Context: an optimization exercise on an open-source flow, tuned for small area. The choices shown serve that exercise and are no tape-out recipe. Function was checked by simulation only, so behaviour that the tests miss may differ from the original. Power is estimated from default activity; no workload was simulated.

--- flow/run.sh ---
#!/bin/bash
# synth_recipe.tcl (not shown) runs the flow's synth.tcl, then flattens the netlist and writes it again
# the make line also repeats each setting of config.mk as NAME=value (left out here)
make -C /OpenROAD-flow-scripts/flow DESIGN_CONFIG=/design/flow/config.mk WORK_HOME=/design/flow/orfs CLKGATE_MAP_FILE= SYNTH_SCRIPT=/design/flow/synth_recipe.tcl finish
--- flow/config.mk ---
export PLATFORM = sky130hd
export DESIGN_NAME = urcontrol_engine
export DESIGN_NICKNAME = urcontrol_engine
export VERILOG_FILES = /design/flow/design.v
export SDC_FILE = /design/flow/constraint.sdc
export NUM_CORES = 4
export LEC_CHECK = 0
export CAP_MARGIN = 20
export CORE_MARGIN = 2
export CORE_UTILIZATION = 40
export SLEW_MARGIN = 20
--- flow/constraint.sdc ---
create_clock -name core_clock -period 10.0 [get_ports {clk}]
set_input_delay 2.0000 -clock core_clock [delete_from_list [all_inputs] [get_ports {clk}]]
set_output_delay 2.0000 -clock core_clock [all_outputs]
set_load 0.01 [all_outputs]
--- flow/design.v ---
module urcontrol_engine (
    input  wire        clk,
    input  wire        rst,
    input  wire        tick,
    input  wire        cmd_valid,
    output wire        cmd_ready,
    input  wire [1:0]  cmd_op,
    input  wire [13:0] cmd_addr,
    input  wire [6:0]  cmd_channel,
    input  wire [31:0] cmd_value,
    input  wire [31:0] cmd_timeout,
    output wire        rsp_valid,
    input  wire        rsp_ready,
    output wire [1:0]  rsp_op,
    output wire [2:0]  rsp_status,
    output wire [31:0] rsp_value,
    output wire        rsp_found,
    output wire        rsp_confirmed,
    output wire        tx_valid,
    input  wire        tx_ready,
    output wire [7:0]  tx_data,
    output wire        tx_last,
    input  wire        rx_valid,
    input  wire [7:0]  rx_data,
    input  wire        rx_last,
    output wire        dec_valid,
    output wire [2:0]  dec_kind,
    output wire [6:0]  dec_channel,
    output wire [13:0] dec_param,
    output wire [31:0] dec_value,
    output wire        busy
);
    localparam [1:0] S_IDLE = 2'd0, S_SEND = 2'd1, S_WAIT = 2'd2, S_RESP = 2'd3;
    localparam [1:0] OP_KEEPALIVE = 2'd0, OP_CHANGE = 2'd1, OP_QUERY = 2'd2, OP_SET_CONFIRM = 2'd3;
    localparam [1:0] F_KA = 2'd0, F_CHG = 2'd1, F_QRY = 2'd2;
    localparam [2:0] ST_SENT = 3'd0, ST_VALUE = 3'd1, ST_TIMEOUT = 3'd2,
                     ST_CONFIRMED = 3'd3, ST_MISMATCH = 3'd4;
    localparam [2:0] K_KEEPALIVE = 3'd0, K_CHANGE = 3'd1, K_QUERY = 3'd2,
                     K_REPLY = 3'd3, K_UNKNOWN = 3'd4;
    localparam integer RX_CAP     = 20;
    localparam integer RX_LEN_SAT = 21;
    reg [1:0]  fsm;
    reg [1:0]  op;
    reg [13:0] a;
    reg [6:0]  c;
    reg [31:0] v;
    reg [31:0] t;
    reg [1:0]  frame;
    reg [4:0]  idx;
    reg [31:0] timer;
    reg [2:0]  status;
    reg [31:0] rvalue;
    reg        wake;
    reg        ent_valid;
    reg [31:0] ent_value;
    reg [7:0]  rx_buf [0:RX_CAP-1];
    reg [4:0]  rx_len;
    reg        dec_valid_r;
    reg [2:0]  dec_kind_r;
    reg [6:0]  dec_channel_r;
    reg [13:0] dec_param_r;
    reg [31:0] dec_value_r;
    function [4:0] frame_len;
        input [1:0] f;
        begin
            case (f)
                F_KA:    frame_len = 5'd9;
                F_CHG:   frame_len = 5'd19;
                default: frame_len = 5'd15;
            endcase
        end
    endfunction
    function [7:0] frame_byte;
        input [1:0]  f;
        input [4:0]  i;
        input [13:0] aa;
        input [6:0]  cc;
        input [31:0] vv;
        reg   [34:0] s;
        begin
            s = {{3{vv[31]}}, vv};
            frame_byte = 8'h00;
            case (f)
                F_KA: case (i)
                    5'd0: frame_byte = 8'hF0;
                    5'd1: frame_byte = 8'h43;
                    5'd2: frame_byte = 8'h10;
                    5'd3: frame_byte = 8'h3E;
                    5'd4: frame_byte = 8'h14;
                    5'd5: frame_byte = 8'h00;
                    5'd6: frame_byte = 8'h04;
                    5'd7: frame_byte = 8'h02;
                    5'd8: frame_byte = 8'hF7;
                    default: frame_byte = 8'h00;
                endcase
                F_CHG: case (i)
                    5'd0:  frame_byte = 8'hF0;
                    5'd1:  frame_byte = 8'h43;
                    5'd2:  frame_byte = 8'h10;
                    5'd3:  frame_byte = 8'h3E;
                    5'd4:  frame_byte = 8'h14;
                    5'd5:  frame_byte = 8'h01;
                    5'd6:  frame_byte = 8'h01;
                    5'd7:  frame_byte = 8'h00;
                    5'd8:  frame_byte = {1'b0, aa[13:7]};
                    5'd9:  frame_byte = {1'b0, aa[6:0]};
                    5'd10: frame_byte = 8'h00;
                    5'd11: frame_byte = 8'h00;
                    5'd12: frame_byte = {1'b0, cc};
                    5'd13: frame_byte = {1'b0, s[34:28]};
                    5'd14: frame_byte = {1'b0, s[27:21]};
                    5'd15: frame_byte = {1'b0, s[20:14]};
                    5'd16: frame_byte = {1'b0, s[13:7]};
                    5'd17: frame_byte = {1'b0, s[6:0]};
                    5'd18: frame_byte = 8'hF7;
                    default: frame_byte = 8'h00;
                endcase
                default: case (i)
                    5'd0:  frame_byte = 8'hF0;
                    5'd1:  frame_byte = 8'h43;
                    5'd2:  frame_byte = 8'h30;
                    5'd3:  frame_byte = 8'h3E;
                    5'd4:  frame_byte = 8'h14;
                    5'd5:  frame_byte = 8'h01;
                    5'd6:  frame_byte = 8'h04;
                    5'd7:  frame_byte = 8'h02;
                    5'd8:  frame_byte = 8'h00;
                    5'd9:  frame_byte = {1'b0, aa[13:7]};
                    5'd10: frame_byte = {1'b0, aa[6:0]};
                    5'd11: frame_byte = 8'h00;
                    5'd12: frame_byte = 8'h00;
                    5'd13: frame_byte = {1'b0, cc};
                    5'd14: frame_byte = 8'hF7;
                    default: frame_byte = 8'h00;
                endcase
            endcase
        end
    endfunction
    function [31:0] unpack_value;
        input [7:0] g4, g3, g2, g1, g0;
        reg   [34:0] acc;
        begin
            acc = {g4[6:0], g3[6:0], g2[6:0], g1[6:0], g0[6:0]};
            unpack_value = acc[31:0];
        end
    endfunction
    wire [4:0] cur_len = frame_len(frame);
    assign cmd_ready     = !rst && (fsm == S_IDLE);
    assign busy          = (fsm != S_IDLE);
    assign tx_valid      = !rst && (fsm == S_SEND);
    assign tx_data       = (fsm == S_SEND) ? frame_byte(frame, idx, a, c, v) : 8'h00;
    assign tx_last       = tx_valid && (idx == cur_len - 5'd1);
    assign rsp_valid     = !rst && (fsm == S_RESP);
    assign rsp_op        = op;
    assign rsp_status    = status;
    assign rsp_value     = rvalue;
    assign rsp_found     = (status == ST_VALUE) || (status == ST_CONFIRMED) || (status == ST_MISMATCH);
    assign rsp_confirmed = (status == ST_CONFIRMED);
    assign dec_valid     = dec_valid_r;
    assign dec_kind      = dec_kind_r;
    assign dec_channel   = dec_channel_r;
    assign dec_param     = dec_param_r;
    assign dec_value     = dec_value_r;
    reg [7:0] buf_n [0:RX_CAP-1];
    reg [4:0] len_n;
    integer   bi;
    always @(*) begin
        for (bi = 0; bi < RX_CAP; bi = bi + 1)
            buf_n[bi] = rx_buf[bi];
        if (rx_len < RX_CAP)
            buf_n[rx_len] = rx_data;
        len_n = (rx_len < RX_LEN_SAT) ? rx_len + 5'd1 : RX_LEN_SAT[4:0];
    end
    wire frame_end = rx_valid && rx_last;
    wire is_ka  = (len_n == 5'd9) &&
                  buf_n[0] == 8'hF0 && buf_n[1] == 8'h43 && buf_n[2] == 8'h10 &&
                  buf_n[3] == 8'h3E && buf_n[4] == 8'h14 && buf_n[5] == 8'h00 &&
                  buf_n[6] == 8'h04 && buf_n[7] == 8'h02 && buf_n[8] == 8'hF7;
    wire is_chg = (len_n == 5'd19) &&
                  buf_n[0] == 8'hF0 && buf_n[1] == 8'h43 && buf_n[2] == 8'h10 &&
                  buf_n[3] == 8'h3E && buf_n[4] == 8'h14 && buf_n[5] == 8'h01 &&
                  buf_n[6] == 8'h01 && buf_n[7] == 8'h00;
    wire is_qry = (len_n == 5'd15) &&
                  buf_n[0] == 8'hF0 && buf_n[1] == 8'h43 && buf_n[2] == 8'h30 &&
                  buf_n[3] == 8'h3E && buf_n[4] == 8'h14 && buf_n[5] == 8'h01 &&
                  buf_n[6] == 8'h04 && buf_n[7] == 8'h02 && buf_n[8] == 8'h00;
    wire is_rep = (len_n == 5'd20) &&
                  buf_n[0] == 8'hF0 && buf_n[1] == 8'h43 && buf_n[2] == 8'h10 &&
                  buf_n[3] == 8'h3E && buf_n[4] == 8'h14 && buf_n[5] == 8'h01 &&
                  buf_n[6] == 8'h04 && buf_n[7] == 8'h02 && buf_n[8] == 8'h00;
    reg [2:0]  m_kind;
    reg [6:0]  m_channel;
    reg [13:0] m_param;
    reg [31:0] m_value;
    always @(*) begin
        m_kind    = K_UNKNOWN;
        m_channel = 7'd0;
        m_param   = 14'd0;
        m_value   = 32'd0;
        if (is_ka) begin
            m_kind = K_KEEPALIVE;
        end else if (is_chg) begin
            m_kind    = K_CHANGE;
            m_channel = buf_n[12][6:0];
            m_param   = {buf_n[8][6:0], buf_n[9][6:0]};
            m_value   = unpack_value(buf_n[13], buf_n[14], buf_n[15], buf_n[16], buf_n[17]);
        end else if (is_qry) begin
            m_kind    = K_QUERY;
            m_channel = buf_n[13][6:0];
            m_param   = {buf_n[9][6:0], buf_n[10][6:0]};
        end else if (is_rep) begin
            m_kind    = K_REPLY;
            m_channel = buf_n[13][6:0];
            m_param   = {buf_n[9][6:0], buf_n[10][6:0]};
            m_value   = unpack_value(buf_n[14], buf_n[15], buf_n[16], buf_n[17], buf_n[18]);
        end
    end
    wire ins_en = frame_end && is_rep;
    wire accept   = (fsm == S_IDLE) && cmd_valid;
    wire last_tx  = (fsm == S_SEND) && tx_ready && (idx == cur_len - 5'd1);
    wire qstart   = (accept && cmd_op == OP_QUERY) ||
                    (last_tx && frame == F_CHG && op == OP_SET_CONFIRM);
    wire found    = (fsm == S_WAIT) && wake && ent_valid;
    wire expired  = (fsm == S_WAIT) && !found && (timer == 32'd0);
    wire clr_en   = qstart || found;
    wire wclr     = qstart || found || ((fsm == S_WAIT) && wake && !expired);
    wire [6:0]  key_c = accept ? cmd_channel : c;
    wire [13:0] key_a = accept ? cmd_addr    : a;
    wire ins_hit = ins_en && (m_channel == key_c) && (m_param == key_a);
    integer ri;
    always @(posedge clk) begin
        if (rst) begin
            fsm       <= S_IDLE;
            op        <= OP_KEEPALIVE;
            a         <= 14'd0;
            c         <= 7'd0;
            v         <= 32'd0;
            t         <= 32'd0;
            frame     <= F_KA;
            idx       <= 5'd0;
            timer     <= 32'd0;
            status    <= ST_SENT;
            rvalue    <= 32'd0;
            wake      <= 1'b0;
            ent_valid <= 1'b0;
            ent_value <= 32'd0;
            for (ri = 0; ri < RX_CAP; ri = ri + 1)
                rx_buf[ri] <= 8'h00;
            rx_len        <= 5'd0;
            dec_valid_r   <= 1'b0;
            dec_kind_r    <= 3'd0;
            dec_channel_r <= 7'd0;
            dec_param_r   <= 14'd0;
            dec_value_r   <= 32'd0;
        end else begin
            case (fsm)
                S_IDLE: begin
                    if (cmd_valid) begin
                        op    <= cmd_op;
                        a     <= cmd_addr;
                        c     <= cmd_channel;
                        v     <= cmd_value;
                        t     <= cmd_timeout;
                        idx   <= 5'd0;
                        fsm   <= S_SEND;
                        case (cmd_op)
                            OP_KEEPALIVE: frame <= F_KA;
                            OP_QUERY:     frame <= F_QRY;
                            default:      frame <= F_CHG;
                        endcase
                    end
                end
                S_SEND: begin
                    if (tx_ready) begin
                        if (idx == cur_len - 5'd1) begin
                            case (frame)
                                F_KA: begin
                                    fsm    <= S_RESP;
                                    status <= ST_SENT;
                                    rvalue <= 32'd0;
                                end
                                F_CHG: begin
                                    if (op == OP_CHANGE) begin
                                        fsm    <= S_RESP;
                                        status <= ST_SENT;
                                        rvalue <= 32'd0;
                                    end else begin
                                        frame <= F_QRY;
                                        idx   <= 5'd0;
                                    end
                                end
                                default: begin
                                    fsm   <= S_WAIT;
                                    timer <= t;
                                end
                            endcase
                        end else begin
                            idx <= idx + 5'd1;
                        end
                    end
                end
                S_WAIT: begin
                    if (found) begin
                        fsm    <= S_RESP;
                        rvalue <= ent_value;
                        if (op == OP_QUERY)
                            status <= ST_VALUE;
                        else if (ent_value == v)
                            status <= ST_CONFIRMED;
                        else
                            status <= ST_MISMATCH;
                    end else if (expired) begin
                        fsm    <= S_RESP;
                        status <= ST_TIMEOUT;
                        rvalue <= 32'd0;
                    end else if (tick) begin
                        timer <= timer - 32'd1;
                    end
                end
                default: begin
                    if (rsp_ready)
                        fsm <= S_IDLE;
                end
            endcase
            dec_valid_r <= 1'b0;
            if (rx_valid) begin
                if (rx_last) begin
                    dec_valid_r   <= 1'b1;
                    dec_kind_r    <= m_kind;
                    dec_channel_r <= m_channel;
                    dec_param_r   <= m_param;
                    dec_value_r   <= m_value;
                    rx_len        <= 5'd0;
                end else begin
                    for (ri = 0; ri < RX_CAP; ri = ri + 1)
                        rx_buf[ri] <= buf_n[ri];
                    rx_len <= len_n;
                end
            end
            if (clr_en || accept) begin
                ent_valid <= ins_hit;
                if (ins_hit)
                    ent_value <= m_value;
            end else if (ins_hit) begin
                ent_valid <= 1'b1;
                ent_value <= m_value;
            end
            wake <= (wake && !wclr) || ins_en;
        end
    end
endmodule
==> metrics.cfg <==
[run_status]
status=no timing/DRC/antenna violations

[clock_tree]
cts_made_buffers=47
cts_resized=0
clock_path_buffers=3
ctsHtreeMaxLevel=2
clk_pin_slew_ps=60
hold_buffers=0
cts-root-buf=clkbuf_16
cts_setup_buffers=0
clock-sinks=402
clock_latency_ps=590
cts_tree=yes

[setup_path]
crit_arrival_ps=7380
cp_max_fo=33
critPathCapture=ent_value[24]
crit_path_end_kind=register
critical_path_required_ps=10490
r2r_slack_ps=4330
crit_start=rx_data[7]
worst_setup_path_start_kind=input port
rr_worst_depth=12
worstReg2RegEnd=ent_value[24]
r2r_start=rx_len[0]
crit_type=in2reg

[drt]
detail-route-antenna-nets=0
top_layer=met4
drt_iter0_drc=1751
dr.pass1.iters=6
wl_met3_um=4380
wl_met2_um=30700
routed_wl_um=67190
wire_per_inst_um=20.24
viasPerCell=5.685
drt-met1-wl_um=30680
drc=0
num_vias=18870

[synthesis]
syn_nets=2651
synth_area_um2=19670
synth_warnings=3
synth_cell_types=78
yosys_most_used_dff=dfxtp_1
netlist_instances=2529
yosysMostFrequentCell=nand2_1
synth_seq_area_share_pct=40.92
yosysTopAreaCell=dfxtp_1
avgSynthCellArea_um2=7.777
synth_area_leaders=dfxtp_1 41%, nand2_1 7.9%, a21oi_1 7.3%, mux2i_1 4.8%, nor2_1 4.5%
yosysTopAreaCellShare_pct=40.92
synth_seq_cells=402
async_flop_share_pct=0
synth_commonest_cells=415 x nand2_1, 402 x dfxtp_1, 286 x a21oi_1, 237 x nor2_1, 159 x clkbuf_1
synth_edf_count=0

[timing]
max_freq_mhz=145.2
fin_crit_ps=6886
max_slew_margin_pct=30.33
finalSetupViolCount=0
hold_violations=0
worst_slew_pin_slew_ps=1045
period_share_pct=68.86
fin_skew_ps=15.70
rsz0062_at_grt=no
postLayoutSetupSlackWorst_ps=3114
final_max_slew_viol_count=0
fin_tns_setup_ps=0

[min_path]
hold_start=rx_buf[1][2]
hold_class=reg2reg

[placed_design]
io_buffers=211
dp_slack_ps=2530
dp_hpwl_um=47100
gp_congestion=0.9352

[grt]
overflow=0
grt_pass1_wl_um=103100
antenna_found_initial=0
grt_max_degree=123
grt_pass1_vias=17610
grt_usage_pct=25.75

[die]
core_um2=48750
num_rows=81
die_h_um=225.7
die_x_um=225.7
start_util_pct=40.35
die_area_um2=50960
ioPinCount=212

[power]
p_leak_nw=8.241
peakVddDrop_mv=0.1479
clkPwrFrac_pct=34.6
seqPwrFrac_pct=38.3
sw_frac_of_total_pct=34.30
p_int_mw=3.246
power_switching_mw=1.695
pwr-share-comb_pct=27.1
power.density_nw_per_um2=209.0

[finish]
drive_above_1_share_pct=5.949
fin_nets=2743
syn_to_final_growth_pct=20.17
diodes=0

[flow_run]
max_cap_violations=0

## sequential cells by signal, indices dropped and copies added (netlist names), 7 cells and up, named ones only
| signal | count |
|---|---|
| dec_channel_r | 7 |
| dec_param_r | 14 |
| rvalue | 32 |
| v | 32 |
| dec_value_r | 32 |
| rx_buf | 135 |
| timer | 32 |
| c | 7 |
| t | 32 |
| ent_value | 32 |
| a | 14 |
## power groups by stage
stage | clock network [mW] | registers (mW) | logic (mW)
after detailed placement | 0 | 1.92 | 1.32
after CTS | 1.74 | 1.89 | 1.33
after global routing | 1.81 | 1.91 | 1.48
final | 1.71 | 1.89 | 1.34
after global placement | 0 | 1.92 | 1.30
after floorplan | 0 | 1.87 | 0.958
## cell usage in the layout (no fill, tap or decap), types with 24 or more instances in the layout
cell | synthesis | routed
inv_1 | 64 | 64
nand2_1 | 415 | 413
nor4_1 | 24 | 24
nor3_1 | 90 | 90
a22oi_1 | 26 | 26
mux2i_1 | 95 | 95
dfxtp_1 | 402 | 402
xor2_1 | 34 | 34
buf_4 | 6 | 37
o22ai_1 | 56 | 56
a211oi_1 | 108 | 108
nor2_1 | 237 | 236
nand3_1 | 113 | 113
clkbuf_16 | 0 | 48
clkdlybuf4s50_1 | 0 | 210
o21ai_0 | 66 | 66
a21oi_1 | 286 | 286
## metal layers
| layer | track usage [%] | vias up |
|---|---|---|
| met2 | 41.24 | 622 |
| li1 | - | 9147 |
| met1 | 36.27 | 9008 |
| met4 | 6.430 | 0 |
| met5 | 0 | - |
| met3 | 3.786 | 97 |
## critical path, cell delays in order
cell and delay [ps]:
clkdlybuf4s50_1 760, nor4_1 690, nand3_1 170, a32oi_2 260
nand4_1 600, a21oi_1 990, a211oi_1 190, nor4_1 350
nand4_1 160, buf_4 260, or2_2 580, a211oi_1 340
## how the worst min path moves through the flow
stage               slack [ps]      endpoint  depth (start not counted)
floorplan                  430  rx_buf[3][6]                          2
global placement           440  rx_buf[3][0]                          2
detailed placement         440  rx_buf[0][4]                          2
CTS                        450  rx_buf[0][4]                          2
global route               470  rx_buf[0][4]                          2
finish                     450  rx_buf[1][2]                          2
## metrics by stage
| step | hold WS (ps) | instances | area [um^2] | utilization (%) | total power [mW] |
|---|---|---|---|---|---|
| floorplan | 431.1 | 2529 | 19670 | - | 2.823 |
| global placement | 437.3 | 3236 | 22110 | 45.35 | 3.224 |
| detailed placement | 444.0 | 3236 | 22110 | 45.35 | 3.245 |
| CTS | 451.2 | 3320 | 23630 | 48.47 | 4.964 |
| global route | 468.9 | 3320 | 23640 | 48.49 | 5.201 |
| finish | 449.5 | 3320 | 23640 | 48.49 | 4.941 |
## area by class of cell
cell class                      instances  area, um^2
Inverter                               65       244.0
Multi-Input combinational cell       1857       10590
Sequential cell                       402        8048
Clock buffer                           66        1309
Timing Repair Buffer                  248        2395
Tap cell                              664       830.8
Clock inverter                         18       216.5
Fill cell                            4782       25110
## logic make-up after synthesis
| group | synth area share (%) |
|---|---|
| AOI/OAI and AO/OA | 19.74 |
| xor gates and xnor gates | 1.781 |
| adders and majority gates | 1.209 |
| buffers and inverters | 5.496 |
| DFF | 40.92 |
| muxes | 6.037 |
| and+or+nand+nor | 24.82 |

==> port drivers added, routing unchanged <==
How much do the figures lean on ideal ports? The routed layout below was timed once more, with nothing changed but the port constraints.
Step 1: set_driving_cell puts a clkbuf_16 on clk and a buf_2 on each other input, an assumption about the parent block.
Step 2, shift: input delay + t, output delay - t, t = (earliest + latest rising clock arrival at the registers) / 2. This alone moves slack from input paths to output paths.
Three values: ideal, step 1, step 2; two values: the first two.
t (ns): 0.642
setup WS [ns]: 3.114 / 3.152 / 2.510
latest minus earliest clock arrival (ns): 0.016 / 0.016
After both steps this run still meets setup and hold. For this run, drivers alone change the setup slack by +0.038 ns; drivers and shift together by -0.604 ns.
